Context: an optimization exercise on an open-source flow, tuned for small area, a short achievable clock period and few clock cycles. The choices shown serve that exercise and are no tape-out recipe.
RTL that was checked went through simulation tests only; none was proved equivalent to the original.
Only the layout flow was run in runs 1 and 2; the RTL was not checked for function there.
No activity file was given, so power comes from the tool's default toggle rates.

File: config.mk
export PLATFORM = sky130hd
export DESIGN_NAME = romdec
export DESIGN_NICKNAME = romdec
export VERILOG_FILES = /design/flow/design.v
export SDC_FILE = /design/flow/constraint.sdc
export NUM_CORES = 4
export LEC_CHECK = 0
export CAP_MARGIN = 20
export CORE_MARGIN = 2
export CORE_UTILIZATION = 30
export PLACE_DENSITY = 0.5
export SLEW_MARGIN = 20
File: constraint.sdc
create_clock -name core_clock -period 8.0 [get_ports {clk}]
set_input_delay 1.6000 -clock core_clock [delete_from_list [all_inputs] [get_ports {clk}]]
set_output_delay 1.6000 -clock core_clock [all_outputs]
set_load 0.01 [all_outputs]
File: design.v
module romdec (
    input  wire        clk,
    input  wire        rst,
    input  wire        start,
    input  wire [2:0]  unit,
    input  wire [15:0] maxlen,
    input  wire [15:0] in_len,
    input  wire [15:0] bias,
    output wire        busy,
    output wire        done,
    output wire [3:0]  code,
    output wire [15:0] count,
    output wire [31:0] fault_info,
    output reg         in_re,
    output reg  [15:0] in_addr,
    input  wire [7:0]  in_rdata,
    output reg         out_we,
    output reg  [15:0] out_waddr,
    output reg  [7:0]  out_wdata,
    output reg         out_re,
    output reg  [15:0] out_raddr,
    input  wire [7:0]  out_rdata
);
    localparam C_NONE = 4'd0, C_OK = 4'd1, C_UNDERRUN = 4'd2, C_BADREF = 4'd3,
               C_BOUND = 4'd4, C_CEILING = 4'd5, C_BADHDR = 4'd8, C_BADCMD = 4'd9;
    localparam [5:0]
        K_INIT = 6'd0,
        K_TOK  = 6'd1,    
        K_B1   = 6'd2,    
        K_C1   = 6'd3,    
        K_C0   = 6'd4,    
        K_LIT  = 6'd5,    
        K_OFF  = 6'd6,    
        K_LO   = 6'd7,
        K_HI   = 6'd8,
        K_N    = 6'd9,
        X_CHK  = 6'd10,   
        X_RUN  = 6'd11,   
        S_INIT = 6'd12,
        S_B0   = 6'd13,
        S_B1   = 6'd14,
        S_B2   = 6'd15,
        S_TOK  = 6'd16,
        S_RH   = 6'd17,
        D_INIT = 6'd18,
        D_LO   = 6'd19,
        D_HI   = 6'd20,
        E_INIT = 6'd21,
        E_H0   = 6'd22,
        E_H1   = 6'd23,
        E_H2   = 6'd24,
        E_H3   = 6'd25,
        E_H4   = 6'd26,
        E_H5   = 6'd27,
        E_B2   = 6'd28,
        E_TOK  = 6'd29,
        E_TH   = 6'd30,
        E_FL   = 6'd31,
        E_RAW  = 6'd32,
        E_V    = 6'd33,
        E_WH   = 6'd34,
        E_WL   = 6'd35;
    reg        busy_q, done_q;
    reg [5:0]  ph;
    reg [3:0]  code_q;
    reg        kb;         
    reg        sx;         
    reg [15:0] ra;         
    reg [7:0]  hbuf;       
    reg        tk_q;       
    reg        iend;       
    reg [15:0] wp;         
    reg        we_q;
    reg [7:0]  wd_q;
    reg [15:0] lim;        
    reg [15:0] aux;        
    reg        dz;         
    reg [15:0] off;        
    reg [15:0] src;        
    reg        xbad;       
    reg        d1;         
    reg [16:0] kd;         
    reg [1:0]  rl;         
    reg [8:0]  cnt;
    reg        zf;         
    reg [7:0]  dacc;
    reg [15:0] acc;
    reg [4:0]  epl;
    reg [4:0]  efm;
    reg [6:0]  fsh;
    reg [2:0]  bp;         
    reg [4:0]  nb;         
    reg        et;         
    reg [2:0]  emode;      
    assign busy  = busy_q;
    assign done  = done_q;
    assign code  = code_q;
    assign count = wp;
    wire sel_wp  = code_q[2] | (code_q[1] & code_q[0]);
    wire sel_lim = code_q[3] | (code_q[1] & ~code_q[0]);
    wire sel_off = ~code_q[3] & ~code_q[2] & code_q[1] & code_q[0];
    assign fault_info = {({16{sel_off}} & off),
                         ({16{sel_wp}} & wp) | ({16{sel_lim}} & lim)};
    always @* begin
        in_re     = 1'b1;
        in_addr   = ra;
        out_re    = 1'b1;
        out_raddr = src;
        out_we    = we_q;
        out_waddr = wp;
        out_wdata = wd_q;
    end
    wire [7:0]  head   = tk_q ? in_rdata : hbuf;
    wire [15:0] ra_inc = ra + 16'd1;
    reg  [15:0] x_off;
    always @* begin
        case (ph)
            K_HI:    x_off = {3'b111, head[7:3], off[7:0]};
            S_RH:    x_off = {4'hF, off[11:8] + head[7:4], off[7:0]};
            default: x_off = {8'hFF, head};
        endcase
    end
    wire [16:0] x_sum = {1'b0, wp} + {1'b0, x_off} + {16'd0, we_q};
    wire        x_one = &x_off;
    wire [15:0] s_x    = (ph == S_B1) ? {head, off[7:0]} : {off[7:0], off[15:8]};
    wire        s_fits = (s_x <= aux);
    wire [11:0] s_t    = {4'd0, head} + 12'd18 + {~wp[11:0]} + {11'd0, ~we_q};
    wire g1 = |kd[16:2];
    wire g2 = |kd[16:3];
    wire g4 = |kd[16:5];
    wire sd_empty = ~|kd[8:1];
    function [7:0] dcm_step;
        input [7:0] a;
        input [3:0] x;
        reg [8:0] d;
        reg [9:0] s;
        begin
            case (x)
                4'd0:  d = 9'd0;
                4'd1:  d = 9'd1;
                4'd2:  d = 9'd2;
                4'd3:  d = 9'd4;
                4'd4:  d = 9'd8;
                4'd5:  d = 9'd16;
                4'd6:  d = 9'd32;
                4'd7:  d = 9'd64;
                4'd8:  d = 9'h180;
                4'd9:  d = 9'h1FF;
                4'd10: d = 9'h1FE;
                4'd11: d = 9'h1FC;
                4'd12: d = 9'h1F8;
                4'd13: d = 9'h1F0;
                4'd14: d = 9'h1E0;
                default: d = 9'h1C0;
            endcase
            s = {2'b00, a} + {d[8], d};
            if (s[9])
                dcm_step = 8'd0;
            else if (s[8])
                dcm_step = 8'd255;
            else
                dcm_step = s[7:0];
        end
    endfunction
    wire [7:0] dcm_next = dcm_step(dacc, (ph == D_HI) ? head[7:4] : head[3:0]);
    wire       ebit   = head[~bp];
    wire [2:0] efm_k  = efm[0] + efm[1] + efm[2] + efm[3] + efm[4];
    wire [4:0] efirst = (efm_k != 3'd0) ? {2'd0, efm_k} : epl;
    wire [1:0] fp1 = efm[0];
    wire [1:0] fp2 = efm[0] + efm[1];
    wire [2:0] fp3 = efm[0] + efm[1] + efm[2];
    wire [2:0] fp4 = efm[0] + efm[1] + efm[2] + efm[3];
    wire [4:0] eflags = {efm[4] & fsh[fp4], efm[3] & fsh[fp3], efm[2] & fsh[fp2],
                         efm[1] & fsh[fp1], efm[0] & fsh[0]};
    reg  [15:0] e_x;
    always @* begin
        case (ph)
            E_H4:    e_x = kd[15:0];
            E_B2:    e_x = off;
            default: e_x = acc | {eflags, 11'd0};
        endcase
    end
    wire [15:0] e_sum = e_x + aux;
    wire        e_dec = (emode == 3'd4);
    wire [15:0] e_step = acc + {{15{e_dec}}, 1'b1};
    wire k_ph = (ph <= K_N);
    wire e_rd = (ph >= E_TOK) && (ph <= E_RAW);
    reg take, rdb;
    always @* begin
        take = 1'b0;
        if (rl != 2'd0 && k_ph) begin
            take = 1'b1;
        end else begin
            case (ph)
                K_INIT, S_INIT, D_INIT, E_INIT: take = 1'b1;
                K_TOK: take = kd[0] ? g1 : (kd[1] ? g2 : g4);
                K_B1:  take = kd[0] & g1;
                K_C0:  take = g1;
                K_LIT, K_OFF, K_LO, K_HI, K_N: take = 1'b1;
                S_B0, S_B1, S_TOK, S_RH: take = 1'b1;
                D_HI:  take = 1'b1;
                E_H0, E_H1, E_H2, E_H3, E_H4, E_H5: take = 1'b1;
                E_TOK, E_TH, E_FL, E_RAW: take = (bp == 3'd7);
                default: ;
            endcase
        end
        rdb = e_rd ? (bp == 3'd0) : take;
        if (ph == K_INIT || ph == S_INIT || ph == D_INIT || ph == E_INIT)
            rdb = 1'b0;
        if (!busy_q) begin
            take = 1'b0;
            rdb  = 1'b0;
        end
    end
    task finish;
        input [3:0] c;
        begin
            busy_q <= 1'b0;
            done_q <= 1'b1;
            code_q <= c;
        end
    endtask
    task emit;
        input [7:0] v;
        begin
            we_q <= 1'b1;
            wd_q <= v;
        end
    endtask
    task kemit;
        input [7:0] v;
        begin
            we_q <= 1'b1;
            wd_q <= v;
            aux  <= aux - 16'd1;
            dz   <= (aux == 16'd1);
        end
    endtask
    task setsrc;
        begin
            src  <= x_sum[15:0];
            xbad <= ~x_sum[16];
            d1   <= x_one;
        end
    endtask
    always @(posedge clk) begin
        tk_q <= take;
        hbuf <= head;
        we_q <= 1'b0;
        if (take) begin
            ra   <= ra_inc;
            iend <= (ra == lim);
        end
        if (rst) begin
            busy_q <= 1'b0;
            done_q <= 1'b0;
            code_q <= C_NONE;
            wp     <= 16'd0;
        end else if (!busy_q) begin
            if (start) begin
                busy_q <= 1'b1;
                done_q <= 1'b0;
                code_q <= C_NONE;
                wp     <= 16'd0;
                ra     <= 16'd0;
                lim    <= in_len;
                case (unit)
                    3'd0:    aux <= maxlen;
                    3'd3:    aux <= in_len - 16'd2;
                    3'd4:    aux <= bias;
                    default: aux <= 16'hFFFF;
                endcase
                dz     <= (unit == 3'd0) && (maxlen == 16'd0);
                kb     <= unit[0];
                sx     <= (unit == 3'd3);
                rl     <= 2'd0;
                kd     <= 17'd1;
                bp     <= 3'd0;
                dacc   <= 8'd128;
                zf     <= 1'b0;
                case (unit)
                    3'd0, 3'd1: ph <= K_INIT;
                    3'd3:       ph <= S_INIT;
                    3'd4:       ph <= E_INIT;
                    3'd5:       ph <= D_INIT;
                    default: begin
                        busy_q <= 1'b0;
                        done_q <= 1'b1;
                        code_q <= C_BADCMD;
                        lim    <= {13'd0, unit};
                    end
                endcase
            end
        end else begin
            wp <= wp + {15'd0, we_q};
            if (rdb && iend && (k_ph || (ph >= E_H0 && ph <= E_RAW))) begin
                finish(C_UNDERRUN);
            end else if (rl != 2'd0 && k_ph) begin
                if (rl == 2'd1) begin
                    kd[7:0] <= head;
                    rl      <= 2'd2;
                end else begin
                    kd[16:8] <= {1'b1, head};
                    rl       <= 2'd0;
                end
            end else begin
                case (ph)
                K_INIT: begin
                    rl <= 2'd1;
                    ph <= K_TOK;
                end
                K_TOK: begin
                    if (kd[0]) begin
                        kd <= {1'b0, kd[16:1]};
                        if (!g1) begin
                            rl <= 2'd1;
                            ph <= K_LIT;
                        end else if (dz) begin
                            finish(kb ? C_CEILING : C_BOUND);
                        end else begin
                            kemit(head);
                        end
                    end else if (!g1) begin
                        kd <= {1'b0, kd[16:1]};
                        rl <= 2'd1;
                        ph <= K_B1;
                    end else if (kd[1]) begin
                        kd <= {2'b0, kd[16:2]};
                        if (g2) begin
                            off[7:0] <= head;
                            ph       <= K_HI;
                        end else begin
                            rl <= 2'd1;
                            ph <= K_LO;
                        end
                    end else if (g4 || kd[4]) begin
                        kd  <= {4'b0, kd[16:4]};
                        cnt <= {6'd0, kd[2], ~kd[2], kd[3]};
                        if (g4) begin
                            off <= {8'hFF, head};
                            setsrc;
                            ph  <= X_CHK;
                        end else begin
                            rl <= 2'd1;
                            ph <= K_OFF;
                        end
                    end else begin
                        kd <= {2'b0, kd[16:2]};
                        if (!g2)
                            rl <= 2'd1;
                        ph <= K_C1;
                    end
                end
                K_B1: begin
                    kd <= {1'b0, kd[16:1]};
                    if (!g1)
                        rl <= 2'd1;
                    if (kd[0]) begin
                        if (g1) begin
                            off[7:0] <= head;
                            ph       <= K_HI;
                        end else begin
                            ph <= K_LO;
                        end
                    end else begin
                        ph <= K_C1;
                    end
                end
                K_C1: begin
                    kd  <= {1'b0, kd[16:1]};
                    cnt <= {6'd0, kd[0], ~kd[0], 1'b0};
                    if (!g1)
                        rl <= 2'd1;
                    ph <= K_C0;
                end
                K_C0: begin
                    kd     <= {1'b0, kd[16:1]};
                    cnt[0] <= kd[0];
                    if (g1) begin
                        off <= {8'hFF, head};
                        setsrc;
                        ph  <= X_CHK;
                    end else begin
                        rl <= 2'd1;
                        ph <= K_OFF;
                    end
                end
                K_LIT: begin
                    if (dz) begin
                        finish(kb ? C_CEILING : C_BOUND);
                    end else begin
                        kemit(head);
                        ph <= K_TOK;
                    end
                end
                K_OFF: begin
                    off <= {8'hFF, head};
                    setsrc;
                    ph  <= X_CHK;
                end
                K_LO: begin
                    off[7:0] <= head;
                    ph       <= K_HI;
                end
                K_HI: begin
                    off[15:8] <= {3'b111, head[7:3]};
                    setsrc;
                    cnt       <= {6'd0, head[2:0]} + 9'd2;
                    ph        <= (head[2:0] != 3'd0) ? X_CHK : K_N;
                end
                K_N: begin
                    src <= src + {15'd0, ~d1};
                    cnt <= {1'b0, head} + 9'd1;
                    if (head == 8'd0)
                        finish(C_OK);
                    else if (head == 8'd1)
                        ph <= K_TOK;
                    else if (xbad)
                        finish(C_BADREF);
                    else
                        ph <= X_RUN;
                end
                X_CHK: begin
                    src <= src + {15'd0, ~d1};
                    zf  <= xbad;
                    if (xbad && !sx)
                        finish(C_BADREF);
                    else
                        ph <= X_RUN;
                end
                X_RUN: begin
                    src <= src + {15'd0, ~d1};
                    if (!sx && dz) begin
                        finish(kb ? C_CEILING : C_BOUND);
                    end else begin
                        kemit(zf ? 8'd0 : out_rdata);
                        cnt <= cnt - 9'd1;
                        if (cnt == 9'd1) begin
                            zf <= 1'b0;
                            ph <= sx ? S_TOK : K_TOK;
                        end
                    end
                end
                S_INIT: begin
                    if (lim[15:1] == 15'd0)
                        finish(C_OK);
                    else
                        ph <= S_B0;
                end
                S_B0: begin
                    off[7:0] <= head;
                    ph       <= S_B1;
                end
                S_B1: begin
                    off[15:8] <= head;
                    zf        <= s_fits;
                    if (s_fits)
                        lim <= s_x + 16'd2;
                    ph <= S_B2;
                end
                S_B2: begin
                    if (!zf && s_fits) begin
                        lim  <= s_x + 16'd2;
                        iend <= (s_x == 16'd0);
                    end else begin
                        iend <= (lim == 16'd2);
                    end
                    zf <= 1'b0;
                    kd <= 17'd1;
                    ph <= S_TOK;
                end
                S_TOK: begin
                    if (iend) begin
                        finish(C_OK);
                    end else if (sd_empty) begin
                        kd <= {8'd0, 1'b1, head};
                    end else begin
                        kd <= {1'b0, kd[16:1]};
                        if (kd[0]) begin
                            emit(head);
                        end else begin
                            off[11:0] <= s_t;
                            ph        <= S_RH;
                        end
                    end
                end
                S_RH: begin
                    if (iend) begin
                        finish(C_OK);
                    end else begin
                        setsrc;
                        cnt <= {5'd0, head[3:0]} + 9'd3;
                        ph  <= X_CHK;
                    end
                end
                D_INIT: ph <= D_LO;
                D_LO: begin
                    if (iend) begin
                        finish(C_OK);
                    end else begin
                        dacc <= dcm_next;
                        emit(dcm_next);
                        ph   <= D_HI;
                    end
                end
                D_HI: begin
                    dacc <= dcm_next;
                    emit(dcm_next);
                    ph   <= D_LO;
                end
                E_INIT: ph <= E_H0;
                E_H0: begin
                    acc[7:0] <= head;
                    epl      <= head[4:0];
                    ph       <= E_H1;
                end
                E_H1: begin
                    efm <= head[4:0];
                    ph  <= E_H2;
                end
                E_H2: begin
                    kd[15:8] <= head;
                    ph       <= E_H3;
                end
                E_H3: begin
                    kd[7:0] <= head;
                    ph      <= E_H4;
                end
                E_H4: begin
                    kd[15:0]  <= e_sum;
                    off[15:8] <= head;
                    ph        <= E_H5;
                end
                E_H5: begin
                    off[7:0] <= head;
                    if (acc[7:0] > 8'd16) begin
                        lim <= {8'd0, acc[7:0]};
                        finish(C_BADHDR);
                    end else begin
                        ph <= E_B2;
                    end
                end
                E_B2: begin
                    off <= e_sum;
                    ph  <= E_TOK;
                end
                E_TOK: begin
                    et  <= ebit;
                    nb  <= ebit ? 5'd6 : 5'd5;
                    fsh <= 7'd0;
                    bp  <= bp + 3'd1;
                    ph  <= E_TH;
                end
                E_TH: begin
                    fsh <= {fsh[5:0], ebit};
                    bp  <= bp + 3'd1;
                    nb  <= nb - 5'd1;
                    if (nb == 5'd1) begin
                        cnt <= {4'd0, fsh[2:0], ebit} + 9'd1;
                        if (!et) begin
                            emode <= fsh[3] ? 3'd1 : 3'd0;
                            acc   <= fsh[3] ? off : kd[15:0];
                            ph    <= E_WH;
                        end else if (fsh[4:0] == 5'b11111 && ebit) begin
                            finish(C_OK);
                        end else begin
                            emode <= {1'b0, fsh[4:3]} + 3'd2;
                            fsh   <= 7'd0;
                            acc   <= 16'd0;
                            nb    <= efirst;
                            ph    <= (efm_k != 3'd0) ? E_FL : (epl != 5'd0) ? E_RAW : E_V;
                        end
                    end
                end
                E_FL: begin
                    fsh <= {fsh[5:0], ebit};
                    bp  <= bp + 3'd1;
                    nb  <= nb - 5'd1;
                    if (nb == 5'd1) begin
                        nb <= epl;
                        ph <= (epl != 5'd0) ? E_RAW : E_V;
                    end
                end
                E_RAW: begin
                    acc <= {acc[14:0], ebit};
                    bp  <= bp + 3'd1;
                    nb  <= nb - 5'd1;
                    if (nb == 5'd1)
                        ph <= E_V;
                end
                E_V: begin
                    acc <= e_sum;
                    ph  <= E_WH;
                end
                E_WH: begin
                    emit(acc[15:8]);
                    ph <= E_WL;
                end
                E_WL: begin
                    emit(acc[7:0]);
                    cnt <= cnt - 9'd1;
                    if (emode == 3'd0 || emode == 3'd3 || emode == 3'd4)
                        acc <= e_step;
                    if (cnt == 9'd1) begin
                        if (emode == 3'd0)
                            kd[15:0] <= e_step;
                        ph <= E_TOK;
                    end else if (emode == 3'd5) begin
                        fsh <= 7'd0;
                        acc <= 16'd0;
                        nb  <= efirst;
                        ph  <= (efm_k != 3'd0) ? E_FL : (epl != 5'd0) ? E_RAW : E_V;
                    end else begin
                        ph <= E_WH;
                    end
                end
                default: ;
                endcase
            end
        end
    end
endmodule
File: run.sh
#!/bin/bash
# synth_recipe.tcl (not shown) runs the flow's synth.tcl, then flattens the netlist and writes it again
# the make line also repeats each setting of config.mk as NAME=value (left out here)
make -C /OpenROAD-flow-scripts/flow DESIGN_CONFIG=/design/flow/config.mk WORK_HOME=/design/flow/orfs CLKGATE_MAP_FILE= SYNTH_SCRIPT=/design/flow/synth_recipe.tcl finish
==> impl_metrics.py, run 1 <==
metrics = {
    "hold_path": {
        "worst_hold_path_stage_count": 2,
        "path_category_of_the_worst_min_delay_check": "flop to flop",
        "min_delay_worst_endpoint": "done_q",
        "worstHoldStart": "done_q",
    },
    "floorplanning": {
        "fp.dieArea_sq_mm": 0.06742,
        "design.core.area_sq_mm": 0.06458,
        "placementRows": 93,
        "die-height_um": 259.6,
        "start_util": 0.3036,
        "die_w_um": 259.6,
        "io_pins": 183,
    },
    "global_route": {
        "grt_first_pass_wirelength_mm": 132.5,
        "antenna_found_initial": 2,
        "grt_pass1_vias": 19060,
        "pin_count_of_the_biggest_net_entering_global_routing": 40,
        "globalRouteTotalUtil": 0.2641,
        "grt_overflow_total": 0,
    },
    "outcome": {
        "run_status": "timing/DRC/antenna clean",
    },
    "yosys": {
        "syn_area_sq_mm": 0.01961,
        "synth_top_area_share": 0.2527,
        "gate_count_post_synth": 2381,
        "synth_top_area_cell": "sky130_fd_sc_hd__edfxtp_1",
        "synth_area_per_cell_sq_um": 8.234,
        "post_synth_edffs": 165,
        "synthArstFlopShare": 0,
        "synth_common_cells": "246 x sky130_fd_sc_hd__nand2_1, 227 x sky130_fd_sc_hd__nor2_1, 176 x sky130_fd_sc_hd__a21oi_1, 165 x sky130_fd_sc_hd__edfxtp_1, 154 x sky130_fd_sc_hd__o21ai_0",
        "dominantRegCellSynth": "sky130_fd_sc_hd__edfxtp_1",
        "synth.ff_latch_count": 214,
        "ys_types": 83,
        "synth.top_cells.by_area": "sky130_fd_sc_hd__edfxtp_1 25%, sky130_fd_sc_hd__ha_1 7.5%, sky130_fd_sc_hd__dfxtp_1 5.0%",
        "yosysWarningCount": 1,
        "synthMostInstantiatedCell": "sky130_fd_sc_hd__nand2_1",
        "synth_seq_area_share": 0.3027,
    },
    "critical_path": {
        "arrival_time_at_the_worst_endpoint_ns": 6.58,
        "rr_worst_depth": 22,
        "setup.reg_to_reg.worst_slack_ns": 1.83,
        "worstPathRequired_ns": 8.41,
        "timing.critical_path.fanout_max": 18,
        "path_class": "flop to flop",
        "origin_of_the_critical_flop_to_flop_path": "ph[3]",
        "crit_path_end_kind": "flop",
        "worst_r2r_endpoint": "wd_q[7]",
        "worstSetupStartpointType": "flop",
    },
    "clock_tree": {
        "clockRootBuffer": "sky130_fd_sc_hd__clkbuf_16",
        "cts_resized": 0,
        "worstSkewPairLatency_ns": 0.60,
        "clk_pin_slew_worst_paths_ns": 0.06,
        "ctsLongestPathBuffers": 3,
        "cts_hold_repair.buffers": 0,
        "cts_tree": "yes",
        "cts.sink_count": 214,
        "cts_buffers": 28,
        "cts_htree_levels": 1,
        "postCtsSetupRepairBufs": 0,
    },
    "power": {
        "power_switching_w": 0.001993,
        "internal_power_w": 0.002781,
        "clock_power_share": 0.267,
        "power.static_leakage_nw": 8.547,
        "sw_frac_of_total": 0.4175,
        "power.density_cell_area_mw_per_mm2": 205.2,
        "power.share.sequential": 0.302,
        "power.ir.vdd_worst_mv": 0.1650,
        "power.combinational.fraction": 0.430,
    },
    "finish": {
        "finalNetCount": 2703,
        "fillerInstances": 6662,
        "final_design_instance_area_without_fill_sq_mm": 0.02327,
        "syn2layout_area_growth_pct": 18.67,
        "drive_gt1_frac": 0.06374,
    },
    "timing": {
        "setup_viol": 0,
        "timing.setup.tns_ns": 0,
        "finalCritPeriodShare": 0.7711,
        "timing.final.max_slew_violations": 0,
        "max-slew-margin-rel": 0.2296,
        "timing.final.hold_violations": 0,
        "finClkSkew_ns": 0.02442,
        "max_slew.worst_pin.slew_ns": 1.151,
        "unrepaired_setup_endpoints_after_global_routing": "no",
        "period_minus_slack_ns": 6.168,
        "max_clock_freq_mhz": 162.1,
    },
    "route": {
        "firstDrtPassIters": 8,
        "routed-via-count": 20370,
        "post_drt_wl_per_cell_um": 27.28,
        "avgViaCountPerCell": 6.024,
        "initialDrtViolationCount": 2434,
        "totalWireLength_mm": 92.25,
        "final_antenna_net_count": 0,
        "remaining_drc_errors": 0,
    },
    "place": {
        "gpl.final_weighted_congestion": 0.9783,
        "io_buffers": 180,
        "detail_placement_hpwl_mm": 70.09,
        "placed_cell_area_sq_mm": 0.02236,
    },
    "flow_run": {
        "max_capacitance_violation_total": 0,
    },
}
==> sequential cells by signal (all words and copies together) (netlist names), 6 cells and up <==
name / cells
kd: 17
dacc: 8
off: 16
cnt: 9
acc: 16
fsh: 7
ra: 16
ph: 6
src: 16
hbuf: 8
wd_q: 8
aux: 16
lim: 16
wp: 16
==> metal layers <==
| metal | wire length, um | vias up | global-route usage | share of wire |
|---|---|---|---|---|
| met5 | 0 | - | 0 | 0 |
| met4 | 3696 | 0 | 0.09291 | 0.040 |
| met3 | 7567 | 209 | 0.03860 | 0.082 |
| met2 | 40780 | 1073 | 0.4139 | 0.44 |
| met1 | 40210 | 9984 | 0.3692 | 0.44 |
| li1 | - | 9107 | - | - |
==> logic make-up (layout without fill, tap and decap cells) <==
| logic type | count (synthesis) | count (layout) | synth area share |
|---|---|---|---|
| xor gates and xnor gates | 161 | 161 | 0.07262 |
| buffers and inverters | 255 | 399 | 0.05329 |
| and+or+nand+nor | 837 | 837 | 0.2038 |
| adders and majority gates | 127 | 127 | 0.08488 |
| DFF | 214 | 214 | 0.3027 |
| AOI/OAI and AO/OA | 714 | 714 | 0.2403 |
| muxes | 72 | 72 | 0.04218 |
| other | 1 | 3 | 0.0001913 |
==> worst max path at each step <==
stage / end / cells after the start / startpoint
floorplan: lim[0] / 15 / in_rdata[1]
global route: wd_q[6] / 22 / ph[3]
detailed placement: wd_q[2] / 21 / in_rdata[5]
global placement: wd_q[7] / 21 / in_rdata[5]
finish: wd_q[7] / 22 / ph[3]
CTS: wd_q[7] / 22 / ph[3]
==> cells in the final DEF, fill, tap and decap left out, types with 33 or more instances in the layout <==
| master | count |
|---|---|
| sky130_fd_sc_hd__xor2_1 | 69 |
| sky130_fd_sc_hd__inv_1 | 104 |
| sky130_fd_sc_hd__nand3_1 | 41 |
| sky130_fd_sc_hd__nor2_1 | 225 |
| sky130_fd_sc_hd__o221ai_1 | 39 |
| sky130_fd_sc_hd__edfxtp_1 | 165 |
| sky130_fd_sc_hd__xnor2_1 | 91 |
| sky130_fd_sc_hd__nand2_1 | 246 |
| sky130_fd_sc_hd__a22oi_1 | 33 |
| sky130_fd_sc_hd__a21oi_1 | 176 |
| sky130_fd_sc_hd__dfxtp_1 | 48 |
| sky130_fd_sc_hd__mux2i_1 | 44 |
| sky130_fd_sc_hd__ha_1 | 117 |
| sky130_fd_sc_hd__nand4_1 | 37 |
| sky130_fd_sc_hd__clkdlybuf4s50_1 | 180 |
| sky130_fd_sc_hd__and2_1 | 33 |
| sky130_fd_sc_hd__o21ai_0 | 154 |
| sky130_fd_sc_hd__nor3_1 | 71 |
| sky130_fd_sc_hd__buf_4 | 61 |
==> power by group through the flow <==
stage	combinational, W	sequential (W)	clock, W
2_1_floorplan	0.00125	0.00141	0
6_report	0.00205	0.00144	0.00128
4_1_cts	0.00201	0.00144	0.00129
3_3_place_gp	0.00199	0.00146	0
3_5_place_dp	0.00199	0.00146	0
5_1_grt	0.00219	0.00145	0.00134
==> final cells by class <==
cell class | instances | area (sq um) | area share
Clock inverter | 17 | 138.9 | 0.005969
Antenna cell | 1 | 2.502 | 0.0001076
Tap cell | 855 | 1070 | 0.04598
Timing Repair Buffer | 241 | 2260 | 0.09712
Multi-Input combinational cell | 1913 | 12700 | 0.5460
Inverter | 108 | 405.4 | 0.01742
Clock buffer | 33 | 750.7 | 0.03227
Sequential cell | 214 | 5937 | 0.2552
==> critical path, stage by stage (launching register included) <==
cell                       delay [ns]
sky130_fd_sc_hd__edfxtp_1        0.65
sky130_fd_sc_hd__buf_4           0.32
sky130_fd_sc_hd__inv_1           0.33
sky130_fd_sc_hd__nand2_1         0.16
sky130_fd_sc_hd__nor2_1          0.48
sky130_fd_sc_hd__nand2_1         0.42
sky130_fd_sc_hd__o21ai_0         0.59
sky130_fd_sc_hd__inv_1           0.17
sky130_fd_sc_hd__ha_1            0.25
sky130_fd_sc_hd__nor2b_1         0.13
sky130_fd_sc_hd__ha_1            0.23
sky130_fd_sc_hd__inv_1           0.07
sky130_fd_sc_hd__fa_1            0.20
sky130_fd_sc_hd__inv_1           0.05
sky130_fd_sc_hd__a21oi_1         0.13
sky130_fd_sc_hd__o21bai_1        0.11
sky130_fd_sc_hd__a21o_1          0.19
sky130_fd_sc_hd__a21o_1          0.19
sky130_fd_sc_hd__a21oi_1         0.16
sky130_fd_sc_hd__o21bai_1        0.09
sky130_fd_sc_hd__xnor2_1         0.54
sky130_fd_sc_hd__o21ai_0         0.27
sky130_fd_sc_hd__o221ai_1        0.24
==> per-stage QoR <==
stage	total power (W)	hold WS [ns]	cells	worst slack, ns	utilization
2_1_floorplan	0.002659	0.4908	2382	2.866	-
3_3_place_gp	0.003454	0.5250	3330	1.954	0.3460
3_5_place_dp	0.003454	0.5058	3330	1.797	0.3462
4_1_cts	0.004735	0.5164	3380	1.981	0.3599
5_1_grt	0.004978	0.5310	3381	1.334	0.3602
6_report	0.004774	0.5044	3382	1.832	0.3603
==> run 2: changes to the inputs <==
--- a/config.mk
+++ b/config.mk
@@ -9,4 +9,5 @@
 export CORE_MARGIN = 2
 export CORE_UTILIZATION = 30
 export PLACE_DENSITY = 0.5
+export SETUP_SLACK_MARGIN = 4.5
 export SLEW_MARGIN = 20
==> run 2 against run 1 <==
Against the previous run:
- area after synthesis unchanged
- global-route usage up 3.2 points
- synthesized cell count unchanged
- power up 35%
- die area unchanged
- clock skew down 0.0054 ns
- flip-flop and latch count unchanged
- cell count up 9.8%
- fmax up 43%
- sequential power about the same
- register-to-register slack better by 2.0 ns
- hold slack better by 0.021 ns
==> impl_metrics.py, run 2 <==
metrics = {
    "outcome": {
        "run_status": "timing/DRC/antenna clean",
    },
    "critical_path": {
        "origin_of_the_critical_flop_to_flop_path": "ph[5]",
        "setup.reg_to_reg.worst_slack_ns": 3.79,
        "critPathBufInv": 7,
        "worstPathRequired_ns": 8.31,
        "critical_path_depth": 19,
        "arrival_time_at_the_worst_endpoint_ns": 4.62,
        "crit_path_start": "in_rdata[4]",
        "worstSetupStartpointType": "input port",
        "timing.critical_path.slowest_stage_cell": "sky130_fd_sc_hd__fa_2",
        "crit_path_end_kind": "flop",
        "worst_r2r_endpoint": "acc[15]",
        "worst_path_largest_cell_delay_ns": 0.33,
        "crit_family": "buffers and inverters",
        "path_class": "input port to flop",
        "rr_worst_depth": 20,
        "timing.critical_path.fanout_max": 4,
        "crit_end": "src[14]",
        "path_cells": "buf_8 > mux2i_4 > inv_6 > buf_4 > buf_6 > buf_8 > ha_4 > fa_2 > xor2_1 > nand2_1 > o211ai_1 > ha_2 > buf_4 > buf_6 > nor3_2 > nand3_2 > a311oi_2 > xnor2_1 > mux2i_1",
    },
    "clock_tree": {
        "cts_htree_levels": 1,
        "cts_tree": "yes",
        "cts.sink_count": 214,
        "cts_buffers": 27,
        "clk_pin_slew_worst_paths_ns": 0.07,
        "ctsLongestPathBuffers": 3,
        "cts_hold_repair.buffers": 0,
        "clockRootBuffer": "sky130_fd_sc_hd__clkbuf_16",
        "worstSkewPairLatency_ns": 0.59,
    },
    "floorplanning": {
        "design.core.area_sq_mm": 0.06458,
        "start_util": 0.3036,
        "io_pins": 183,
        "die-height_um": 259.6,
        "die_w_um": 259.6,
        "placementRows": 93,
        "fp.dieArea_sq_mm": 0.06742,
    },
    "place": {
        "preCtsSetupSlack_ns": 2.074,
        "detail_placement_hpwl_mm": 70.52,
        "gpl.final_weighted_congestion": 0.9711,
        "io_buffers": 180,
    },
    "global_route": {
        "pin_count_of_the_biggest_net_entering_global_routing": 40,
        "grt.met3_usage": 0.06647,
        "globalRouteTotalUtil": 0.2959,
        "grt_util_met2": 0.4566,
        "grt_overflow_total": 0,
        "most_crowded_layer_gr": "met2",
        "grt_pass1_vias": 21410,
        "grt.met1_usage": 0.3930,
        "grt_first_pass_wirelength_mm": 148.0,
        "antenna_found_initial": 3,
    },
    "yosys": {
        "post_synth_edffs": 165,
        "synth_top_area_cell": "sky130_fd_sc_hd__edfxtp_1",
        "synth.ff_latch_count": 214,
        "yosysWarningCount": 1,
        "synth.top_cells.by_area": "sky130_fd_sc_hd__edfxtp_1 25%, sky130_fd_sc_hd__ha_1 7.5%, sky130_fd_sc_hd__dfxtp_1 5.0%",
        "syn_area_sq_mm": 0.01961,
        "synth_seq_area_share": 0.3027,
        "synth_top_area_share": 0.2527,
        "gate_count_post_synth": 2381,
        "dominantRegCellSynth": "sky130_fd_sc_hd__edfxtp_1",
        "synthMostInstantiatedCell": "sky130_fd_sc_hd__nand2_1",
        "synth_common_cells": "246 x sky130_fd_sc_hd__nand2_1, 227 x sky130_fd_sc_hd__nor2_1, 176 x sky130_fd_sc_hd__a21oi_1, 165 x sky130_fd_sc_hd__edfxtp_1, 154 x sky130_fd_sc_hd__o21ai_0",
        "synthArstFlopShare": 0,
        "ys_types": 83,
        "synth_area_per_cell_sq_um": 8.234,
    },
    "route": {
        "post_drt_wl_per_cell_um": 28.11,
        "initialDrtViolationCount": 3021,
        "routed-via-count": 22570,
        "totalWireLength_mm": 104.4,
        "firstDrtPassIters": 7,
        "remaining_drc_errors": 0,
        "final_antenna_net_count": 0,
        "avgViaCountPerCell": 6.076,
    },
    "timing": {
        "unrepaired_setup_endpoints_after_global_routing": "yes",
        "finalCritPeriodShare": 0.5389,
        "timing.final.hold_violations": 0,
        "max_slew.worst_pin.slew_ns": 1.080,
        "timing.final.ws_setup_ns": 3.689,
        "period_minus_slack_ns": 4.311,
        "finClkSkew_ns": 0.01903,
        "setup_viol": 0,
        "timing.setup.tns_ns": 0,
        "timing.final.max_slew_violations": 0,
        "max_clock_freq_mhz": 232.0,
        "max-slew-margin-rel": 0.2795,
    },
    "flow_run": {
        "max_capacitance_violation_total": 0,
    },
    "finish": {
        "final_cell_mix": "247 x sky130_fd_sc_hd__buf_4, 222 x sky130_fd_sc_hd__nand2_1, 181 x sky130_fd_sc_hd__nor2_1, 165 x sky130_fd_sc_hd__edfxtp_1, 133 x sky130_fd_sc_hd__clkdlybuf4s50_1",
        "most_common_cell_after_layout_fill_and_taps_aside": "sky130_fd_sc_hd__buf_4",
        "drive_gt1_frac": 0.3123,
        "antenna_cells": 0,
        "largest_register_ff_count": 17,
        "syn2layout_area_growth_pct": 49.99,
        "final_core_util": 0.4554,
        "registers.top_by_ff_count": "kd",
        "fillerInstances": 6182,
        "finalNetCount": 3035,
    },
    "power": {
        "power.ir.vdd_worst_mv": 0.1588,
        "power.density_cell_area_mw_per_mm2": 219.0,
        "power.static_leakage_nw": 11.20,
    },
    "hold_path": {
        "path_category_of_the_worst_min_delay_check": "flop to flop",
    },
}
## run 2: cell counts after synthesis
Identical to the previous run, type by type.
## run 2: final cells by class
class                           instances  area, sq um  share of cell area
Clock buffer                           29        693.2             0.02357
Inverter                              108        485.5             0.01651
Timing Repair Buffer                  569         5794              0.1970
Sequential cell                       214         5954              0.2025
Clock inverter                         21        269.0            0.009147
Multi-Input combinational cell       1918        15140              0.5149
Tap cell                              855         1070             0.03638
## run 2: per-layer routing
| layer | vias up | share of wire | routed length, um |
|---|---|---|---|
| met5 | - | 0.00012 | 13 |
| li1 | 9814 | - | - |
| met4 | 2 | 0.056 | 5818 |
| met3 | 341 | 0.11 | 11320 |
| met1 | 10980 | 0.40 | 41770 |
| met2 | 1430 | 0.44 | 45480 |
## run 2: timing repair
| item | in CTS | in global routing |
|---|---|---|
| cloned | 19 | 2 |
| pin swaps | 181 | 132 |
| buffers inserted | 244 | 76 |
| endpoints found under the setup margin | 351 | 283 |
| gates resized for setup | 552 | 212 |
## run 2: how the worst min path moves through the flow
stage | to | start | cells after the start | slack, ns
final | done_q | done_q | 2 | 0.53
after global placement | done_q | done_q | 2 | 0.52
after floorplan | done_q | done_q | 2 | 0.49
after CTS | done_q | done_q | 2 | 0.53
after global routing | done_q | done_q | 2 | 0.55
after detailed placement | done_q | done_q | 2 | 0.52
## run 2: power breakdown
part	leakage [nW]	internal, W	switching, W
combinational	8.82	0.00167	0.00196
clock	0.460	0.000797	0.000570
sequential	1.92	0.00133	0.000110
total	11.2	0.00380	0.00264
## run 2: metrics by stage
stage / instances / instance area (sq um) / hold WS, ns / power (W)
final: 3714 / 29410 / 0.5254 / 0.006441
after global routing: 3714 / 29410 / 0.5499 / 0.006657
after CTS: 3636 / 27990 / 0.5273 / 0.006067
after detailed placement: 3323 / 22710 / 0.5180 / 0.003613
after global placement: 3323 / 22710 / 0.5187 / 0.003612
after floorplan: 2382 / 20130 / 0.4908 / 0.002820
## run 2: kinds of logic (layout without fill, tap and decap cells)
family | count (synthesis) | count (layout) | synth area share
other | 1 | 2 | 0.0001913
DFF | 214 | 214 | 0.3027
adders and majority gates | 127 | 127 | 0.08488
AOI/OAI and AO/OA | 714 | 715 | 0.2403
buffers and inverters | 255 | 727 | 0.05329
and+or+nand+nor | 837 | 841 | 0.2038
muxes | 72 | 72 | 0.04218
xor gates and xnor gates | 161 | 161 | 0.07262
## run 2: worst register-to-register path, stage by stage (launching register included)
cell	delay, ns
sky130_fd_sc_hd__edfxtp_1	0.45
sky130_fd_sc_hd__buf_6	0.16
sky130_fd_sc_hd__buf_6	0.10
sky130_fd_sc_hd__nand4b_1	0.18
sky130_fd_sc_hd__buf_6	0.16
sky130_fd_sc_hd__nor2_4	0.13
sky130_fd_sc_hd__buf_12	0.14
sky130_fd_sc_hd__nor2_4	0.07
sky130_fd_sc_hd__a221o_1	0.35
sky130_fd_sc_hd__ha_2	0.21
sky130_fd_sc_hd__a211o_1	0.30
sky130_fd_sc_hd__o211ai_1	0.17
sky130_fd_sc_hd__a21oi_2	0.12
sky130_fd_sc_hd__a41o_1	0.23
sky130_fd_sc_hd__o2111ai_2	0.23
sky130_fd_sc_hd__o21ai_2	0.10
sky130_fd_sc_hd__xnor2_2	0.14
sky130_fd_sc_hd__buf_6	0.15
sky130_fd_sc_hd__xnor2_1	0.12
sky130_fd_sc_hd__a222oi_1	0.33
sky130_fd_sc_hd__o21ai_1	0.11
==> run 3: changes to the inputs <==
--- a/design.v
+++ b/design.v
@@ -59,7 +59,11 @@
         E_RAW  = 6'd32,
         E_V    = 6'd33,
         E_WH   = 6'd34,
-        E_WL   = 6'd35;
+        E_WL   = 6'd35,
+        D_W    = 6'd36,
+        D_END  = 6'd37,
+        S_B3   = 6'd38,
+        E_LT   = 6'd39;
     reg        busy_q, done_q;
     reg [5:0]  ph;
     reg [3:0]  code_q;
@@ -122,7 +126,7 @@
     end
     wire [16:0] x_sum = {1'b0, wp} + {1'b0, x_off} + {16'd0, we_q};
     wire        x_one = &x_off;
-    wire [15:0] s_x    = (ph == S_B1) ? {head, off[7:0]} : {off[7:0], off[15:8]};
+    wire [15:0] s_x    = off;
     wire        s_fits = (s_x <= aux);
     wire [11:0] s_t    = {4'd0, head} + 12'd18 + {~wp[11:0]} + {11'd0, ~we_q};
     wire g1 = |kd[16:2];
@@ -162,8 +166,14 @@
                 dcm_step = s[7:0];
         end
     endfunction
-    wire [7:0] dcm_next = dcm_step(dacc, (ph == D_HI) ? head[7:4] : head[3:0]);
-    wire       ebit   = head[~bp];
+    wire [7:0] dcm_next = dcm_step(dacc, off[3:0]);
+    wire       eb0    = head[~bp];
+    wire       eb1    = head[~bp - 3'd1];
+    wire       et2    = (nb[4:1] != 4'd0) && (bp != 3'd7);
+    wire [4:0] nb_n   = nb - (et2 ? 5'd2 : 5'd1);
+    wire       e_last = (nb_n == 5'd0);
+    wire [6:0] fsh_n  = et2 ? {fsh[4:0], eb0, eb1} : {fsh[5:0], eb0};
+    wire [15:0] acc_n = et2 ? {acc[13:0], eb0, eb1} : {acc[14:0], eb0};
     wire [2:0] efm_k  = efm[0] + efm[1] + efm[2] + efm[3] + efm[4];
     wire [4:0] efirst = (efm_k != 3'd0) ? {2'd0, efm_k} : epl;
     wire [1:0] fp1 = efm[0];
@@ -172,17 +182,11 @@
     wire [2:0] fp4 = efm[0] + efm[1] + efm[2] + efm[3];
     wire [4:0] eflags = {efm[4] & fsh[fp4], efm[3] & fsh[fp3], efm[2] & fsh[fp2],
                          efm[1] & fsh[fp1], efm[0] & fsh[0]};
-    reg  [15:0] e_x;
-    always @* begin
-        case (ph)
-            E_H4:    e_x = kd[15:0];
-            E_B2:    e_x = off;
-            default: e_x = acc | {eflags, 11'd0};
-        endcase
-    end
-    wire [15:0] e_sum = e_x + aux;
-    wire        e_dec = (emode == 3'd4);
-    wire [15:0] e_step = acc + {{15{e_dec}}, 1'b1};
+    wire [15:0] e_v    = acc | {eflags, 11'd0};
+    wire [15:0] e_sum  = e_v + aux;
+    wire        e_inc  = (emode == 3'd0) || (emode == 3'd3);
+    wire        e_dec  = (emode == 3'd4);
+    wire [15:0] e_step = e_v + {{15{e_dec}}, e_inc | e_dec};
     wire k_ph = (ph <= K_N);
     wire e_rd = (ph >= E_TOK) && (ph <= E_RAW);
     reg take, rdb;
@@ -198,9 +202,9 @@
                 K_C0:  take = g1;
                 K_LIT, K_OFF, K_LO, K_HI, K_N: take = 1'b1;
                 S_B0, S_B1, S_TOK, S_RH: take = 1'b1;
-                D_HI:  take = 1'b1;
+                D_W, D_HI: take = 1'b1;
                 E_H0, E_H1, E_H2, E_H3, E_H4, E_H5: take = 1'b1;
-                E_TOK, E_TH, E_FL, E_RAW: take = (bp == 3'd7);
+                E_TOK, E_TH, E_FL, E_RAW: take = (bp == 3'd7) || (et2 && bp == 3'd6);
                 default: ;
             endcase
         end
@@ -453,12 +457,16 @@
                 end
                 S_B1: begin
                     off[15:8] <= head;
-                    zf        <= s_fits;
+                    ph        <= S_B2;
+                end
+                S_B2: begin
+                    off <= {off[7:0], off[15:8]};
+                    zf  <= s_fits;
                     if (s_fits)
                         lim <= s_x + 16'd2;
-                    ph <= S_B2;
+                    ph <= S_B3;
                 end
-                S_B2: begin
+                S_B3: begin
                     if (!zf && s_fits) begin
                         lim  <= s_x + 16'd2;
                         iend <= (s_x == 16'd0);
@@ -493,21 +501,27 @@
                         ph  <= X_CHK;
                     end
                 end
-                D_INIT: ph <= D_LO;
-                D_LO: begin
-                    if (iend) begin
+                D_INIT: ph <= D_W;
+                D_W: begin
+                    off[7:0] <= head;
+                    if (iend)
                         finish(C_OK);
-                    end else begin
-                        dacc <= dcm_next;
-                        emit(dcm_next);
-                        ph   <= D_HI;
-                    end
+                    else
+                        ph <= D_LO;
+                end
+                D_LO: begin
+                    dacc     <= dcm_next;
+                    emit(dcm_next);
+                    off[3:0] <= off[7:4];
+                    ph       <= D_HI;
                 end
                 D_HI: begin
-                    dacc <= dcm_next;
+                    dacc     <= dcm_next;
                     emit(dcm_next);
-                    ph   <= D_LO;
+                    off[7:0] <= head;
+                    ph       <= iend ? D_END : D_LO;
                 end
+                D_END: finish(C_OK);
                 E_INIT: ph <= E_H0;
                 E_H0: begin
                     acc[7:0] <= head;
@@ -527,89 +541,92 @@
                     ph      <= E_H4;
                 end
                 E_H4: begin
-                    kd[15:0]  <= e_sum;
                     off[15:8] <= head;
                     ph        <= E_H5;
                 end
                 E_H5: begin
                     off[7:0] <= head;
+                    fsh      <= 7'd0;
+                    nb       <= 5'd2;
                     if (acc[7:0] > 8'd16) begin
                         lim <= {8'd0, acc[7:0]};
                         finish(C_BADHDR);
                     end else begin
-                        ph <= E_B2;
+                        ph <= E_TOK;
                     end
                 end
-                E_B2: begin
-                    off <= e_sum;
-                    ph  <= E_TOK;
-                end
                 E_TOK: begin
-                    et  <= ebit;
-                    nb  <= ebit ? 5'd6 : 5'd5;
-                    fsh <= 7'd0;
-                    bp  <= bp + 3'd1;
-                    ph  <= E_TH;
+                    fsh <= fsh_n;
+                    bp  <= bp + (et2 ? 3'd2 : 3'd1);
+                    nb  <= nb_n;
+                    if (e_last) begin
+                        et <= fsh_n[1];
+                        nb <= fsh_n[1] ? 5'd5 : 5'd4;
+                        ph <= E_TH;
+                    end
                 end
                 E_TH: begin
-                    fsh <= {fsh[5:0], ebit};
-                    bp  <= bp + 3'd1;
-                    nb  <= nb - 5'd1;
-                    if (nb == 5'd1) begin
-                        cnt <= {4'd0, fsh[2:0], ebit} + 9'd1;
+                    fsh <= fsh_n;
+                    bp  <= bp + (et2 ? 3'd2 : 3'd1);
+                    nb  <= nb_n;
+                    if (e_last) begin
+                        cnt <= {5'd0, fsh_n[3:0]} + 9'd1;
+                        fsh <= 7'd0;
                         if (!et) begin
-                            emode <= fsh[3] ? 3'd1 : 3'd0;
-                            acc   <= fsh[3] ? off : kd[15:0];
+                            emode <= fsh_n[4] ? 3'd1 : 3'd0;
+                            acc   <= fsh_n[4] ? off : kd[15:0];
                             ph    <= E_WH;
-                        end else if (fsh[4:0] == 5'b11111 && ebit) begin
-                            finish(C_OK);
                         end else begin
-                            emode <= {1'b0, fsh[4:3]} + 3'd2;
-                            fsh   <= 7'd0;
+                            emode <= {1'b0, fsh_n[5:4]} + 3'd2;
                             acc   <= 16'd0;
                             nb    <= efirst;
-                            ph    <= (efm_k != 3'd0) ? E_FL : (epl != 5'd0) ? E_RAW : E_V;
+                            if (fsh_n[5:4] == 2'd3)
+                                ph <= E_LT;
+                            else
+                                ph <= (efm_k != 3'd0) ? E_FL : (epl != 5'd0) ? E_RAW : E_WH;
                         end
                     end
                 end
+                E_LT: begin
+                    if (cnt == 9'd16)
+                        finish(C_OK);
+                    else
+                        ph <= (efm_k != 3'd0) ? E_FL : (epl != 5'd0) ? E_RAW : E_WH;
+                end
                 E_FL: begin
-                    fsh <= {fsh[5:0], ebit};
-                    bp  <= bp + 3'd1;
-                    nb  <= nb - 5'd1;
-                    if (nb == 5'd1) begin
+                    fsh <= fsh_n;
+                    bp  <= bp + (et2 ? 3'd2 : 3'd1);
+                    nb  <= nb_n;
+                    if (e_last) begin
                         nb <= epl;
-                        ph <= (epl != 5'd0) ? E_RAW : E_V;
+                        ph <= (epl != 5'd0) ? E_RAW : E_WH;
                     end
                 end
                 E_RAW: begin
-                    acc <= {acc[14:0], ebit};
-                    bp  <= bp + 3'd1;
-                    nb  <= nb - 5'd1;
-                    if (nb == 5'd1)
-                        ph <= E_V;
-                end
-                E_V: begin
-                    acc <= e_sum;
-                    ph  <= E_WH;
+                    acc <= acc_n;
+                    bp  <= bp + (et2 ? 3'd2 : 3'd1);
+                    nb  <= nb_n;
+                    if (e_last)
+                        ph <= E_WH;
                 end
                 E_WH: begin
-                    emit(acc[15:8]);
+                    emit(e_sum[15:8]);
                     ph <= E_WL;
                 end
                 E_WL: begin
-                    emit(acc[7:0]);
+                    emit(e_sum[7:0]);
                     cnt <= cnt - 9'd1;
-                    if (emode == 3'd0 || emode == 3'd3 || emode == 3'd4)
-                        acc <= e_step;
+                    acc <= e_step;
+                    fsh <= 7'd0;
                     if (cnt == 9'd1) begin
                         if (emode == 3'd0)
                             kd[15:0] <= e_step;
+                        nb <= 5'd2;
                         ph <= E_TOK;
                     end else if (emode == 3'd5) begin
-                        fsh <= 7'd0;
                         acc <= 16'd0;
                         nb  <= efirst;
-                        ph  <= (efm_k != 3'd0) ? E_FL : (epl != 5'd0) ? E_RAW : E_V;
+                        ph  <= (efm_k != 3'd0) ? E_FL : (epl != 5'd0) ? E_RAW : E_WH;
                     end else begin
                         ph <= E_WH;
                     end
--- a/config.mk
+++ b/config.mk
@@ -7,7 +7,7 @@
 export LEC_CHECK = 0
 export CAP_MARGIN = 20
 export CORE_MARGIN = 2
-export CORE_UTILIZATION = 30
-export PLACE_DENSITY = 0.5
-export SETUP_SLACK_MARGIN = 4.5
+export CORE_UTILIZATION = 40
+export PLACE_DENSITY = 0.6
+export SETUP_SLACK_MARGIN = 2.5
 export SLEW_MARGIN = 20
==> run 3 against run 2 <==
Against the previous run:
- cell count is 14% lower
- setup slack worse by 1.0 ns
- flip-flop and latch count is 8 higher
- clock-buffer cell count increased by 9
- clock skew is 0.010 ns higher
- via count down 9.0%
- final area down 21%
- critical path type unchanged
- largest power group unchanged
==> impl_metrics.py, run 3 <==
metrics = {
    "outcome": {
        "run_status": "timing/DRC/antenna clean",
    },
    "clock_tree": {
        "cts_buffers": 29,
        "cts_tree": "yes",
        "cts.sink_count": 222,
        "cts_resized": 0,
        "cts_htree_levels": 1,
        "worstSkewPairLatency_ns": 0.59,
        "cts_hold_repair.buffers": 0,
        "clockRootBuffer": "sky130_fd_sc_hd__clkbuf_16",
        "postCtsSetupRepairBufs": 0,
        "clk_pin_slew_worst_paths_ns": 0.07,
        "ctsLongestPathBuffers": 3,
    },
    "hold_path": {
        "path_category_of_the_worst_min_delay_check": "flop to flop",
        "worst_hold_path_stage_count": 2,
    },
    "timing": {
        "setup_viol": 0,
        "timing.setup.tns_ns": 0,
        "max_slew.worst_pin.slew_ns": 1.214,
        "timing.final.max_slew_violations": 0,
        "period_minus_slack_ns": 5.355,
        "max_clock_freq_mhz": 186.8,
        "finClkSkew_ns": 0.02904,
        "timing.final.hold_violations": 0,
        "max-slew-margin-rel": 0.1854,
        "finalCritPeriodShare": 0.6693,
        "unrepaired_setup_endpoints_after_global_routing": "yes",
    },
    "finish": {
        "final_cell_mix": "240 x sky130_fd_sc_hd__nand2_1, 234 x sky130_fd_sc_hd__nor2_1, 180 x sky130_fd_sc_hd__a21oi_1, 180 x sky130_fd_sc_hd__clkdlybuf4s50_1, 165 x sky130_fd_sc_hd__edfxtp_1",
        "largest_register_ff_count": 17,
        "drive_gt1_frac": 0.06498,
        "finalNetCount": 2703,
        "antenna_cells": 0,
        "most_common_cell_after_layout_fill_and_taps_aside": "sky130_fd_sc_hd__nand2_1",
        "area.sequential_sq_mm": 0.006097,
        "layoutNonFillerInstCount": 3188,
        "registers.top_by_ff_count": "kd",
        "fillerInstances": 4795,
        "multi_input_area_sq_mm": 0.01271,
        "syn2layout_area_growth_pct": 17.57,
    },
    "global_route": {
        "grt_first_pass_wirelength_mm": 128.9,
        "antenna_found_initial": 3,
        "pin_count_of_the_biggest_net_entering_global_routing": 68,
        "globalRouteTotalUtil": 0.3387,
        "grt_overflow_total": 0,
        "grt_pass1_vias": 19400,
    },
    "yosys": {
        "yosysWarningCount": 1,
        "gate_count_post_synth": 2376,
        "syn_area_sq_mm": 0.01976,
        "post_synth_edffs": 165,
        "synth_common_cells": "240 x sky130_fd_sc_hd__nand2_1, 235 x sky130_fd_sc_hd__nor2_1, 182 x sky130_fd_sc_hd__a21oi_1, 165 x sky130_fd_sc_hd__edfxtp_1, 148 x sky130_fd_sc_hd__o21ai_0",
        "synth_top_area_share": 0.2507,
        "dominantRegCellSynth": "sky130_fd_sc_hd__edfxtp_1",
        "synth_seq_area_share": 0.3084,
        "synth_area_per_cell_sq_um": 8.318,
        "synthMostInstantiatedCell": "sky130_fd_sc_hd__nand2_1",
        "synth.ff_latch_count": 222,
        "synthArstFlopShare": 0,
        "synth.top_cells.by_area": "sky130_fd_sc_hd__edfxtp_1 25%, sky130_fd_sc_hd__ha_1 7.6%, sky130_fd_sc_hd__dfxtp_1 5.8%",
        "synth_top_area_cell": "sky130_fd_sc_hd__edfxtp_1",
        "ys_types": 97,
    },
    "route": {
        "final_antenna_net_count": 0,
        "initialDrtViolationCount": 2660,
        "totalWireLength_mm": 88.51,
        "post_drt_wl_per_cell_um": 27.76,
        "remaining_drc_errors": 0,
        "routed-via-count": 20530,
        "avgViaCountPerCell": 6.439,
        "firstDrtPassIters": 6,
    },
    "power": {
        "final_total_power_w": 0.004439,
        "power.ir.vdd_worst_mv": 0.1553,
        "power.static_leakage_nw": 8.462,
        "power.density_cell_area_mw_per_mm2": 191.0,
    },
    "floorplanning": {
        "placementRows": 81,
        "design.core.area_sq_mm": 0.04885,
        "start_util": 0.4046,
        "die_w_um": 226.3,
        "die-height_um": 226.3,
        "io_pins": 183,
        "fp.dieArea_sq_mm": 0.05120,
    },
    "critical_path": {
        "worstSetupStartpointType": "input port",
        "timing.critical_path.fanout_max": 10,
        "path_class": "input port to flop",
        "worstPathRequired_ns": 8.31,
        "rr_worst_depth": 15,
        "crit_path_end_kind": "flop",
        "arrival_time_at_the_worst_endpoint_ns": 5.67,
    },
    "flow_run": {
        "max_capacitance_violation_total": 0,
    },
    "place": {
        "gpl.final_weighted_congestion": 1.027,
        "io_buffers": 180,
        "numPlacedInstances": 3134,
        "detail_placement_hpwl_mm": 67.67,
    },
}
run 3: cell count changes after synthesis, moves of 13 or more:
cell and change:
sky130_fd_sc_hd__buf_2 +13, sky130_fd_sc_hd__a22oi_1 -18, sky130_fd_sc_hd__clkbuf_1 -25, sky130_fd_sc_hd__inv_1 -15, sky130_fd_sc_hd__nand3_1 +30, sky130_fd_sc_hd__o22ai_1 +14, sky130_fd_sc_hd__a222oi_1 -13, sky130_fd_sc_hd__xor2_1 -19
run 3: power breakdown:
group	switching [W]	internal (W)
sequential	0.0000965	0.00135
clock	0.000567	0.000853
combinational	0.00102	0.000554
run 3: path summary, 6_finish.rpt:
path | endpoint | slack, ns | startpoint
min reg2reg | done_q | 0.50 | done_q
min | done_q | 0.50 | done_q
max reg2reg | src[12] | 2.69 | ph[3]
max | src[12] | 2.65 | in_rdata[6]
run 3: per-layer routing:
layer | wire length, um | track usage
met5 | 12 | 0
met4 | 4062 | 0.1371
met3 | 8615 | 0.05222
met2 | 38590 | 0.5192
met1 | 37230 | 0.4762
run 3: logic make-up (layout without fill, tap and decap cells):
kind of cell,Yosys count,after routing,share of synthesized area
and+or+nand+nor,872,872,0.2123
AOI/OAI and AO/OA,690,690,0.2299
buffers and inverters,235,382,0.05141
muxes,72,72,0.04229
adders and majority gates,132,132,0.08812
DFF,222,222,0.3084
other,1,2,0.0001897
xor gates and xnor gates,152,152,0.06736
run 3: final cells by class:
class                           count  share of cell area
Multi-Input combinational cell   1920              0.5471
Clock buffer                       38             0.03672
Inverter                           96             0.01567
Clock inverter                     16            0.007969
Sequential cell                   222              0.2624
Timing Repair Buffer              232             0.09434
Tap cell                          664             0.03575
run 3: stage by stage:
| step | hold WS (ns) | setup slack [ns] | cell area (sq um) | util |
|---|---|---|---|---|
| 5_1_grt | 0.5283 | 2.486 | 23240 | 0.4757 |
| 4_1_cts | 0.5091 | 2.676 | 23230 | 0.4755 |
| 3_5_place_dp | 0.4976 | 2.069 | 22190 | 0.4542 |
| 2_1_floorplan | 0.4908 | 2.645 | 19770 | - |
| 6_report | 0.5038 | 2.645 | 23240 | 0.4757 |
| 3_3_place_gp | 0.4915 | 2.053 | 22190 | 0.4542 |
run 3: worst max-delay path, stage by stage:
cell	delay, ns
sky130_fd_sc_hd__clkdlybuf4s50_1	0.43
sky130_fd_sc_hd__mux2i_1	0.15
sky130_fd_sc_hd__buf_4	0.26
sky130_fd_sc_hd__clkinv_1	0.58
sky130_fd_sc_hd__ha_1	0.56
sky130_fd_sc_hd__a21oi_1	0.16
sky130_fd_sc_hd__xor2_1	0.17
sky130_fd_sc_hd__o221ai_1	0.29
sky130_fd_sc_hd__ha_1	0.36
sky130_fd_sc_hd__or3_1	0.37
sky130_fd_sc_hd__a311oi_1	0.33
sky130_fd_sc_hd__nor2_1	0.13
sky130_fd_sc_hd__xnor2_1	0.18
sky130_fd_sc_hd__a21oi_1	0.09
Testbench counts of run 3, summed over its fixed seeds: cycles 511,377.
==> run 4: changes to the inputs <==
--- a/config.mk
+++ b/config.mk
@@ -9,5 +9,5 @@
 export CORE_MARGIN = 2
 export CORE_UTILIZATION = 40
 export PLACE_DENSITY = 0.6
-export SETUP_SLACK_MARGIN = 2.5
+export SETUP_SLACK_MARGIN = 3.5
 export SLEW_MARGIN = 20
==> run 4 against run 3 <==
Against the previous run:
- still clean on timing, DRC and antenna
- flip-flop and latch count unchanged
- via count is 0.97% higher
- synthesized cell count stayed put
- area after synthesis is the same
- critical path depth stayed put
- register-to-register slack improved by 0.89 ns
- utilization grew 0.96 points
- sequential power is essentially flat
- sequential share of layout area decreased by 0.52 points
- clock power about the same
- power rose by 2.2%
- final area is 2.0% higher
- largest cell class unchanged
- largest power group unchanged
==> impl_metrics.py, run 4 <==
metrics = {
    "timing": {
        "finClkSkew_ns": 0.01534,
        "setup_viol": 0,
        "timing.final.max_slew_violations": 0,
        "period_minus_slack_ns": 4.442,
        "finalCritPeriodShare": 0.5553,
        "max_slew.worst_pin.slew_ns": 1.095,
        "timing.final.hold_violations": 0,
        "unrepaired_setup_endpoints_after_global_routing": "yes",
        "max_clock_freq_mhz": 225.1,
        "max-slew-margin-rel": 0.2652,
        "timing.setup.tns_ns": 0,
    },
    "finish": {
        "syn2layout_area_growth_pct": 19.94,
        "drive_gt1_frac": 0.08952,
        "antenna_cells": 0,
        "layoutNonFillerInstCount": 3211,
        "most_common_cell_after_layout_fill_and_taps_aside": "sky130_fd_sc_hd__nand2_1",
        "largest_register_ff_count": 17,
        "final_cell_mix": "240 x sky130_fd_sc_hd__nand2_1, 231 x sky130_fd_sc_hd__nor2_1, 177 x sky130_fd_sc_hd__clkdlybuf4s50_1, 173 x sky130_fd_sc_hd__a21oi_1, 165 x sky130_fd_sc_hd__edfxtp_1",
        "finalNetCount": 2725,
        "registers.top_by_ff_count": "kd",
    },
    "critical_path": {
        "path_class": "input port to flop",
        "timing.critical_path.fanout_max": 15,
        "arrival_time_at_the_worst_endpoint_ns": 4.77,
        "crit_path_end_kind": "flop",
        "worstSetupStartpointType": "input port",
        "setup.reg_to_reg.worst_slack_ns": 3.58,
        "worstPathRequired_ns": 8.33,
    },
    "floorplanning": {
        "design.core.area_sq_mm": 0.04885,
        "start_util": 0.4046,
        "fp.dieArea_sq_mm": 0.05120,
        "die_w_um": 226.3,
        "die-height_um": 226.3,
        "io_pins": 183,
        "placementRows": 81,
    },
    "yosys": {
        "dominantRegCellSynth": "sky130_fd_sc_hd__edfxtp_1",
        "synth_top_area_share": 0.2507,
        "synth_seq_area_share": 0.3084,
        "post_synth_edffs": 165,
        "syn_area_sq_mm": 0.01976,
        "yosysWarningCount": 1,
        "synth_top_area_cell": "sky130_fd_sc_hd__edfxtp_1",
        "synth.ff_latch_count": 222,
        "synthMostInstantiatedCell": "sky130_fd_sc_hd__nand2_1",
        "synthArstFlopShare": 0,
        "synth_common_cells": "240 x sky130_fd_sc_hd__nand2_1, 235 x sky130_fd_sc_hd__nor2_1, 182 x sky130_fd_sc_hd__a21oi_1, 165 x sky130_fd_sc_hd__edfxtp_1, 148 x sky130_fd_sc_hd__o21ai_0",
        "gate_count_post_synth": 2376,
        "synth_area_per_cell_sq_um": 8.318,
        "synth.top_cells.by_area": "sky130_fd_sc_hd__edfxtp_1 25%, sky130_fd_sc_hd__ha_1 7.6%, sky130_fd_sc_hd__dfxtp_1 5.8%",
        "ys_types": 97,
    },
    "route": {
        "routed-via-count": 20730,
        "firstDrtPassIters": 9,
        "post_drt_wl_per_cell_um": 27.57,
        "final_antenna_net_count": 0,
        "remaining_drc_errors": 0,
        "avgViaCountPerCell": 6.455,
        "totalWireLength_mm": 88.53,
        "initialDrtViolationCount": 2689,
    },
    "place": {
        "gpl.final_weighted_congestion": 1.030,
        "detail_placement_hpwl_mm": 67.18,
        "io_buffers": 180,
        "numPlacedInstances": 3133,
    },
    "global_route": {
        "grt_overflow_total": 0,
        "grt_first_pass_wirelength_mm": 128.5,
        "pin_count_of_the_biggest_net_entering_global_routing": 56,
        "antenna_found_initial": 0,
        "grt_pass1_vias": 19580,
        "globalRouteTotalUtil": 0.3374,
    },
    "clock_tree": {
        "clk_pin_slew_worst_paths_ns": 0.06,
        "cts_buffers": 30,
        "cts_htree_levels": 1,
        "cts_hold_repair.buffers": 0,
        "clockRootBuffer": "sky130_fd_sc_hd__clkbuf_16",
        "cts.sink_count": 222,
        "ctsLongestPathBuffers": 3,
        "cts_tree": "yes",
        "worstSkewPairLatency_ns": 0.59,
    },
    "power": {
        "power.static_leakage_nw": 8.658,
        "power.density_cell_area_mw_per_mm2": 191.4,
        "power.ir.vdd_worst_mv": 0.1828,
    },
    "flow_run": {
        "max_capacitance_violation_total": 0,
    },
    "hold_path": {
        "path_category_of_the_worst_min_delay_check": "flop to flop",
    },
    "outcome": {
        "run_status": "timing/DRC/antenna clean",
    },
}
==> run 4: cell counts after synthesis <==
No cell type changed its count.
==> run 4: final timing paths <==
path              depth (start not counted)         from  endpoint
setup / recovery                         14  in_rdata[3]   src[15]
hold / removal                            2       done_q    done_q
setup reg to reg                          8        kd[3]   dacc[3]
hold reg to reg                           2       done_q    done_q
==> run 4: critical path, stage by stage <==
cell and delay [ns]:
sky130_fd_sc_hd__clkdlybuf4s50_1 0.41, sky130_fd_sc_hd__mux2i_2 0.14, sky130_fd_sc_hd__buf_4 0.32, sky130_fd_sc_hd__clkinv_4 0.20
sky130_fd_sc_hd__a221o_1 0.44, sky130_fd_sc_hd__ha_1 0.37, sky130_fd_sc_hd__and3_1 0.18, sky130_fd_sc_hd__a21oi_1 0.15
sky130_fd_sc_hd__o211ai_1 0.14, sky130_fd_sc_hd__and3_1 0.20, sky130_fd_sc_hd__o21a_1 0.20, sky130_fd_sc_hd__nor4_2 0.17
sky130_fd_sc_hd__xnor2_1 0.15, sky130_fd_sc_hd__a21oi_1 0.08
==> run 4: final cells by class <==
type,instances,area (sq um)
fillers,4740,25140
multi-input cells,1920,12970
flip-flops and latches,222,6097
repair buffers,253,2402
clock buffers,39,835.8
well taps,664,830.8
inverters,96,396.6
clock inverters,17,172.7
==> run 4: repair_timing <==
item,CTS,global route
gates resized for setup,30,40
endpoints found under the setup margin,99,41
pin swaps,5,17
buffers inserted,7,13
==> run 4: report_power, final <==
group	switching [W]	leakage (nW)	total, W	internal (W)
Combinational	0.00105	6.18	0.00169	0.000631
Clock	0.000568	0.504	0.00140	0.000832
Sequential	0.0000996	1.97	0.00145	0.00135
Total	0.00172	8.66	0.00454	0.00282
==> run 4: kinds of logic after synthesis <==
logic type               after synthesis  share of synthesized area
AND/OR/NAND/NOR                      872                     0.2123
AO/OA/AOI/OAI                        690                     0.2299
buffers and inverters                235                    0.05141
flip-flops                           222                     0.3084
XOR/XNOR                             152                    0.06736
adder cells (fa/ha/maj)              132                    0.08812
multiplexers                          72                    0.04229
other                                  1                  0.0001897
==> run 4: metrics by stage <==
step | setup slack [ns] | area (sq um) | utilization | hold WS, ns | total power, W
detailed placement | 2.372 | 22210 | 0.4547 | 0.4676 | 0.002970
CTS | 3.445 | 23390 | 0.4788 | 0.4791 | 0.004431
global placement | 2.462 | 22210 | 0.4547 | 0.4677 | 0.002959
floorplan | 3.516 | 19800 | - | 0.4908 | 0.002384
global route | 3.418 | 23710 | 0.4853 | 0.5011 | 0.004683
finish | 3.558 | 23710 | 0.4853 | 0.4799 | 0.004537
==> run 4: routing by layer <==
| metal | vias to the layer above | GRT usage | wire (um) |
|---|---|---|---|
| met5 | - | 0 | 0 |
| met4 | 0 | 0.1621 | 4782 |
| met3 | 268 | 0.05144 | 8494 |
| met2 | 1242 | 0.5148 | 38570 |
| met1 | 10080 | 0.4667 | 36680 |
| li1 | 9141 | - | - |

[static timing again, ports no longer ideal]
The results above use ideal ports. As a check the final layouts listed here were re-extracted and re-timed, cells and wires unchanged.
Step 1 sets driving cells, clkbuf_16 on the clock port and buf_2 on the other inputs (assumed; they add their load-dependent delay and slew).
Step 2, shift: input delay + t, output delay - t, t = (earliest + latest rising clock arrival at the registers) / 2. This alone moves slack from input paths to output paths.
Three values: ideal ports, drivers, drivers and shift; two values: the first two.
run	t (ns)	setup WS [ns]	hold slack, ns	worst register clock-pin slew, ns
run 1	0.647	1.832 / 1.832 / 1.696	0.504 / 0.504 / 0.504	0.07 / 0.07
run 2	0.637	3.689 / 3.708 / 3.071	0.525 / 0.525 / 0.525	0.07 / 0.07
run 3	0.629	2.645 / 2.680 / 2.051	0.504 / 0.504 / 0.504	0.07 / 0.07
run 4	0.638	3.558 / 3.557 / 2.952	0.480 / 0.480 / 0.480	0.06 / 0.06
After both steps setup and hold are still met in every run listed. The setup slack of run 2, which loses most, moves by +0.019 ns with the drivers and by -0.618 ns with both steps.
